Context: an optimization exercise on an open-source flow, tuned for small area. The choices shown serve that exercise and are no tape-out recipe. The RTL was checked by simulation tests, not by an equivalence proof against the original design. Power is estimated from default activity; no workload was simulated. No driver is modelled on the clock port, so clocking that relies on it looks cheaper here than on a real chip.

== build 4 ==
Design ld19_frame_core, start of the top module:
module ld19_frame_core (
    input  wire         clk,
    input  wire         rst,         
    input  wire         in_valid,
    input  wire         in_eos,
    input  wire [7:0]   in_data,
    output wire         in_ready,
    input  wire         resume,      
    output reg          ev_valid,
    output reg  [2:0]   ev_kind,
    output wire [604:0] ev_payload
);
    localparam [2:0] EV_DESYNC = 3'd1;
    localparam [2:0] EV_FRAME  = 3'd2;
    localparam [2:0] EV_INVLEN = 3'd4;
    localparam [2:0] EV_ENDED  = 3'd5;
    function [7:0] crc_step(input [7:0] acc, input [7:0] b);
        reg [7:0] c;
        integer j;
        begin
            c = acc ^ b;
            for (j = 0; j < 8; j = j + 1)
                c = c[7] ? ((c << 1) ^ 8'h4D) : (c << 1);
            crc_step = c;
        end
    endfunction
    reg [3:0] ph;          
    reg       mode;        
    reg [5:0] bcnt;        
    reg       ended;
    reg       fpend;       
    reg       rok;         
    reg       inv_pend;    
    reg       nk_v;        
    reg [2:0] nk_kind;
    reg [7:0] crc;
    wire [3:0] q = bcnt % 12;
    wire ph0 = (ph == 4'd0);
    assign in_ready = !ended && !inv_pend &&
                      (mode ? ((bcnt >= 6'd47) || (ph == q)) : (!fpend && ph0));
    wire take = in_valid && in_ready && !rst;
    wire take_byte = take && mode && !in_eos;
    wire keep = mode | fpend;
    reg [95:0]  ra, rb, rc;    
    reg [47:0]  rd;            
    reg [31:0]  re;            
    reg [227:0] rg;            
    wire ld_a = (take && !mode) || (take_byte && bcnt <= 6'd12) || (inv_pend && ph0);
    wire ld_b = take_byte && bcnt >= 6'd13 && bcnt <= 6'd24;
    wire ld_c = take_byte && bcnt >= 6'd25 && bcnt <= 6'd36;
    wire ld_d = take_byte && bcnt >= 6'd37 && bcnt <= 6'd42;
  ...
Size: ~1300 cells after synthesis, ~670 flip-flops, ~19000 µm² of cells after synthesis.
==> flow/config.mk <==
export PLATFORM = sky130hd
export DESIGN_NAME = ld19_frame_core
export DESIGN_NICKNAME = ld19_frame_core
export VERILOG_FILES = /design/flow/design.v
export SDC_FILE = /design/flow/constraint.sdc
export NUM_CORES = 4
export LEC_CHECK = 0
export CAP_MARGIN = 20
export CORE_MARGIN = 2
export CORE_UTILIZATION = 70
export CTS_CLUSTER_DIAMETER = 100
export CTS_CLUSTER_SIZE = 40
export SLEW_MARGIN = 20
==> flow/constraint.sdc <==
create_clock -name core_clock -period 12.0 [get_ports {clk}]
set_input_delay 2.4000 -clock core_clock [delete_from_list [all_inputs] [get_ports {clk}]]
set_output_delay 2.4000 -clock core_clock [all_outputs]
set_load 0.01 [all_outputs]
standard.sh (not shown) runs the stock make flow with config.mk's settings and CLKGATE_MAP_FILE= SYNTH_SCRIPT=/design/flow/synth_recipe.tcl, a recipe that flattens the netlist after the stock synthesis.
==> flow/flow/run.sh <==
#!/bin/bash
# Layout flow: the standard ORFS flow, with every input and output port
# buffered by the smallest buffer (buf_1) instead of the default port buffer.
# Each tool's full output stays in the ORFS logs under orfs/logs; make's own
# output goes to flow_make.log in this folder.
set -euo pipefail
export BUFFER_PORTS_ARGS="-buffer_cell sky130_fd_sc_hd__buf_1"
bash standard.sh > flow_make.log 2>&1
Build 4 | ERROR | I/O pin placement
Input-level comparison between build 51 and build 4:
Settings: CTS_BUF_LIST: unset -> sky130_fd_sc_hd__clkbuf_8; CTS_CLUSTER_SIZE: 40 -> unset; CTS_CLUSTER_DIAMETER: 100 -> unset; CORE_UTILIZATION: 70 -> 60.
## What came out
Build 51: no failed stages, no open violations at the end. Build 51 vs build 4 — number of rows created at floorplan climbed by a little under 10%. Complex-gate fraction of the synthesized area: build 4 vs build 51 identical. Per the comparison of build 51 with build 4, synthesized cell count level; die boundary height higher; width of the die increased 13 µm. From build 4 to build 51, per-instance average area after synthesis did not move at all. Build 4 → build 51: number of distinct library cells after synthesis level; effective utilization at floorplan moved down; xor and xnor fraction of the mapped netlist area level.
The inputs of build 78 differ from those of build 51 as listed below.
Settings: setting CTS_CLUSTER_SIZE to 30 for the first time; removing CTS_BUF_LIST (formerly sky130_fd_sc_hd__clkbuf_8); changing CORE_UTILIZATION from 60 to 70; setting CTS_CLUSTER_DIAMETER to 80 for the first time.
--- a/flow/flow/run.sh
+++ b/flow/flow/run.sh
@@ -3 +3,2 @@
-# buffered by the smallest buffer (buf_1) instead of the default port buffer.
+# buffered by the smallest buffer (buf_1) instead of the default port buffer,
+# and clock tree synthesis without dummy loads.
@@ -7,0 +9 @@
+export CTS_ARGS="-sink_clustering_enable -repair_clock_nets -sink_clustering_size 30 -sink_clustering_max_diameter 80 -dont_use_dummy_load"
## What came out
Build 51 did not stop at any stage, and its layout met the timing, design-rule and antenna checks. Build 78 did not finish; the tool stopped in I/O pin placement with error PPL-0024. Diff build 51 and build 78: starting density of the core higher in build 78. Cell row count, build 78 vs build 51: down by a little under 10%. On die width: build 78 sits below build 51.
What build 64 does differently from build 78 at the input level:
Settings: a change of CORE_UTILIZATION from 70 to 60.
[summary]
Build 64 ran to completion and came out clean on the timing, design-rule and antenna checks.
Comparing build 64 with build 78, the synthesized flop and latch total came out essentially unchanged.
Compound-cell area share of the yosys netlist: build 78 vs build 64 — no meaningful difference
Fraction of synthesized area in multiplexers: build 64 vs build 78 identical
Compared build 78 against build 64; post-synthesis instance total within noise.
For xor/xnor share of the synthesized area, build 64 and build 78 come out practically identical.
Build 64 ends up with a number of standard-cell rows in the floorplan that is 5 higher than in build 78.
Initial core utilization delta for build 64 relative to build 78: 10 points lower
The count of different cell masters after synthesis on build 64 is in line with that on build 78.
Fraction of the mapped netlist area in simple logic gates: build 78 vs build 64 identical
Relative to build 78, width of the chip increased by about 8% in build 64.

## branch raven
ld19_frame_core, a different RTL version from the one above (not shown whole).
Size in the first run: ~17,000 um^2 of cells after synthesis.
Settings: LEC_CHECK=0, CAP_MARGIN=20, CORE_MARGIN=2, CORE_UTILIZATION=60, SLEW_MARGIN=20; clock period 12.0 ns.
==> flow/flow/run.sh <==
#!/bin/bash
# Layout flow: the standard ORFS flow (standard.sh, with the standard
# synthesis, floorplan, power grid and tap cells), changed in two ways:
#  - every input and output port is still buffered, but by the smallest
#    buffer, sky130_fd_sc_hd__buf_1, instead of the default port buffer;
#  - clock tree synthesis clusters at most 10 flip-flops within 40 um per
#    clkbuf_4 leaf buffer and inserts no dummy loads.
# Each tool's full output stays in its own ORFS log under orfs/logs/; make's
# output goes to flow_make.log in this folder.
set -euo pipefail
export BUFFER_PORTS_ARGS="-buffer_cell sky130_fd_sc_hd__buf_1"
export CTS_ARGS="-sink_clustering_enable -repair_clock_nets -sink_clustering_size 10 -sink_clustering_max_diameter 40 -buf_list sky130_fd_sc_hd__clkbuf_4 -dont_use_dummy_load"
bash standard.sh > flow_make.log 2>&1
branch raven | status: complete | timing, DRC, antenna: pass
The inputs of branch sierra differ from those of branch raven as listed below.
==> flow/flow/run.sh <==
#!/bin/bash
# Layout flow: the standard ORFS flow (standard.sh, with the standard
# synthesis, floorplan, power grid and tap cells), changed in two ways:
#  - every input and output port is still buffered, but by the smallest
#    buffer, sky130_fd_sc_hd__buf_1, instead of the default port buffer;
#  - clock tree synthesis clusters at most 18 flip-flops within 60 um per
#    clkbuf_8 leaf buffer and inserts no dummy loads.
# Each tool's full output stays in its own ORFS log under orfs/logs/; make's
# output goes to flow_make.log in this folder.
set -euo pipefail
export BUFFER_PORTS_ARGS="-buffer_cell sky130_fd_sc_hd__buf_1"
export CTS_ARGS="-sink_clustering_enable -repair_clock_nets -sink_clustering_size 18 -sink_clustering_max_diameter 60 -buf_list sky130_fd_sc_hd__clkbuf_8 -dont_use_dummy_load"
bash standard.sh > flow_make.log 2>&1
### Flow results
- Delta (branch sierra minus branch raven): critical path buffer and inverter count roughly the same, power consumption roughly the same, worst-case hold slack higher.
- Wire length on met1 for branch sierra is higher than for branch raven.
- Time the worst path needs with I/O delays and setup in branch sierra is 0.048 ns above branch raven.
- branch sierra against branch raven: overall routing resource usage decreased 0.59 points; setup-violating endpoint count in the final report comparable.
- branch raven -> branch sierra: wire length of the first global-routing pass decreased slightly
- branch sierra has less setup slack than branch raven.

ld19_frame_core, a different RTL version from the one above (not shown whole).
Size in the first run: ~1,200 cells after synthesis, ~620 I/O pins, about 0.018 sq mm of cells after synthesis.
clock: 12.0 ns
lec_check: 0
cap_margin: 20
core_margin: 2
core_utilization: 60
slew_margin: 20
==> flow/flow/run.sh <==
#!/bin/bash
# Layout flow: the standard ORFS flow (standard.sh, with the standard
# synthesis, floorplan, power grid and tap cells), changed in two ways:
#  - every input and output port is still buffered, but by the smallest
#    buffer, sky130_fd_sc_hd__buf_1, instead of the default port buffer;
#  - clock tree synthesis clusters at most 18 flip-flops within 60 um per
#    clkbuf_8 leaf buffer and inserts no dummy loads.
# Each tool's full output stays in its own ORFS log under orfs/logs/; make's
# output goes to flow_make.log in this folder.
set -euo pipefail
export BUFFER_PORTS_ARGS="-buffer_cell sky130_fd_sc_hd__buf_1"
export CTS_ARGS="-sink_clustering_enable -repair_clock_nets -sink_clustering_size 18 -sink_clustering_max_diameter 60 -buf_list sky130_fd_sc_hd__clkbuf_8 -dont_use_dummy_load"
bash standard.sh > flow_make.log 2>&1
Change:
==> flow/flow/run.sh (replaced) <==
#!/bin/bash
# Layout flow: the standard ORFS flow, with every input and output port
# buffered by the smallest buffer (buf_1) instead of the default port buffer,
# and clock tree synthesis without dummy loads.
# Each tool's full output stays in the ORFS logs under orfs/logs; make's own
# output goes to flow_make.log in this folder.
set -euo pipefail
export BUFFER_PORTS_ARGS="-buffer_cell sky130_fd_sc_hd__buf_1"
export CTS_ARGS="-sink_clustering_enable -repair_clock_nets -sink_clustering_size 18 -sink_clustering_max_diameter 60 -buf_list sky130_fd_sc_hd__clkbuf_8 -dont_use_dummy_load"
bash standard.sh > flow_make.log 2>&1
- The changed run completed without violations
- clock power is about the same
- total power stays the same
- utilization is unchanged
- clock skew does not change
- routed wire length stays the same
- hold slack stays the same
- maximum frequency is unchanged
- die area stays the same
Change:
--- a/flow/flow/run.sh
+++ b/flow/flow/run.sh
@@ -7,4 +7,4 @@
 set -euo pipefail
 export BUFFER_PORTS_ARGS="-buffer_cell sky130_fd_sc_hd__buf_1"
-export CTS_ARGS="-sink_clustering_enable -repair_clock_nets -sink_clustering_size 18 -sink_clustering_max_diameter 60 -buf_list sky130_fd_sc_hd__clkbuf_8 -dont_use_dummy_load"
+export CTS_ARGS="-sink_clustering_enable -repair_clock_nets -sink_clustering_size 10 -sink_clustering_max_diameter 40 -buf_list sky130_fd_sc_hd__clkbuf_4 -dont_use_dummy_load"
 bash standard.sh > flow_make.log 2>&1
After rerunning:
- core utilization stays flat
- global-route usage goes up by 0.40 points
- worst setup slack loses 20 ps
- wire length went up by 0.64%
- critical path depth stays the same
- count of clock-buffer cells in the layout is higher by 34

## separate check: timing with driven ports
Ports are ideal in the flow. The routed layouts listed here were re-timed in OpenROAD.
Step 1, drivers: a clkbuf_16 drives clk and a buf_2 each remaining input, both assumed.
Step 2 adds t to the input delays and takes it off the output delays; t is the mean of the earliest and latest rising clock arrival at the registers after step 1. Input paths then give back, and output paths get back, about the clock's delay inside the block.
Three values: no drivers, after step 1, after step 2; two values: the first two.
run | t (ns) | slack for setup (ns) | worst setup path at the end | clock arrival spread, ns
build 51 | 0.678 | 4.120 / 4.120 / 4.120 | register to register | 0.026 / 0.026
build 64 | 0.609 | 4.193 / 4.193 / 4.193 | register to register | 0.034 / 0.035
branch raven | 0.750 | 3.657 / 3.657 / 3.657 | register to register | 0.079 / 0.079
branch sierra | 0.608 | 3.610 / 3.610 / 3.610 | register to register | 0.024 / 0.024
the first run of note 3 | 0.615 | 3.557 / 3.557 / 3.557 | register to register | 0.053 / 0.053
the second run of note 3 | 0.615 | 3.557 / 3.557 / 3.557 | register to register | 0.053 / 0.053
the third run of note 3 | 0.728 | 3.537 / 3.537 / 3.537 | register to register | 0.080 / 0.080
After both steps every run listed still meets setup and hold.
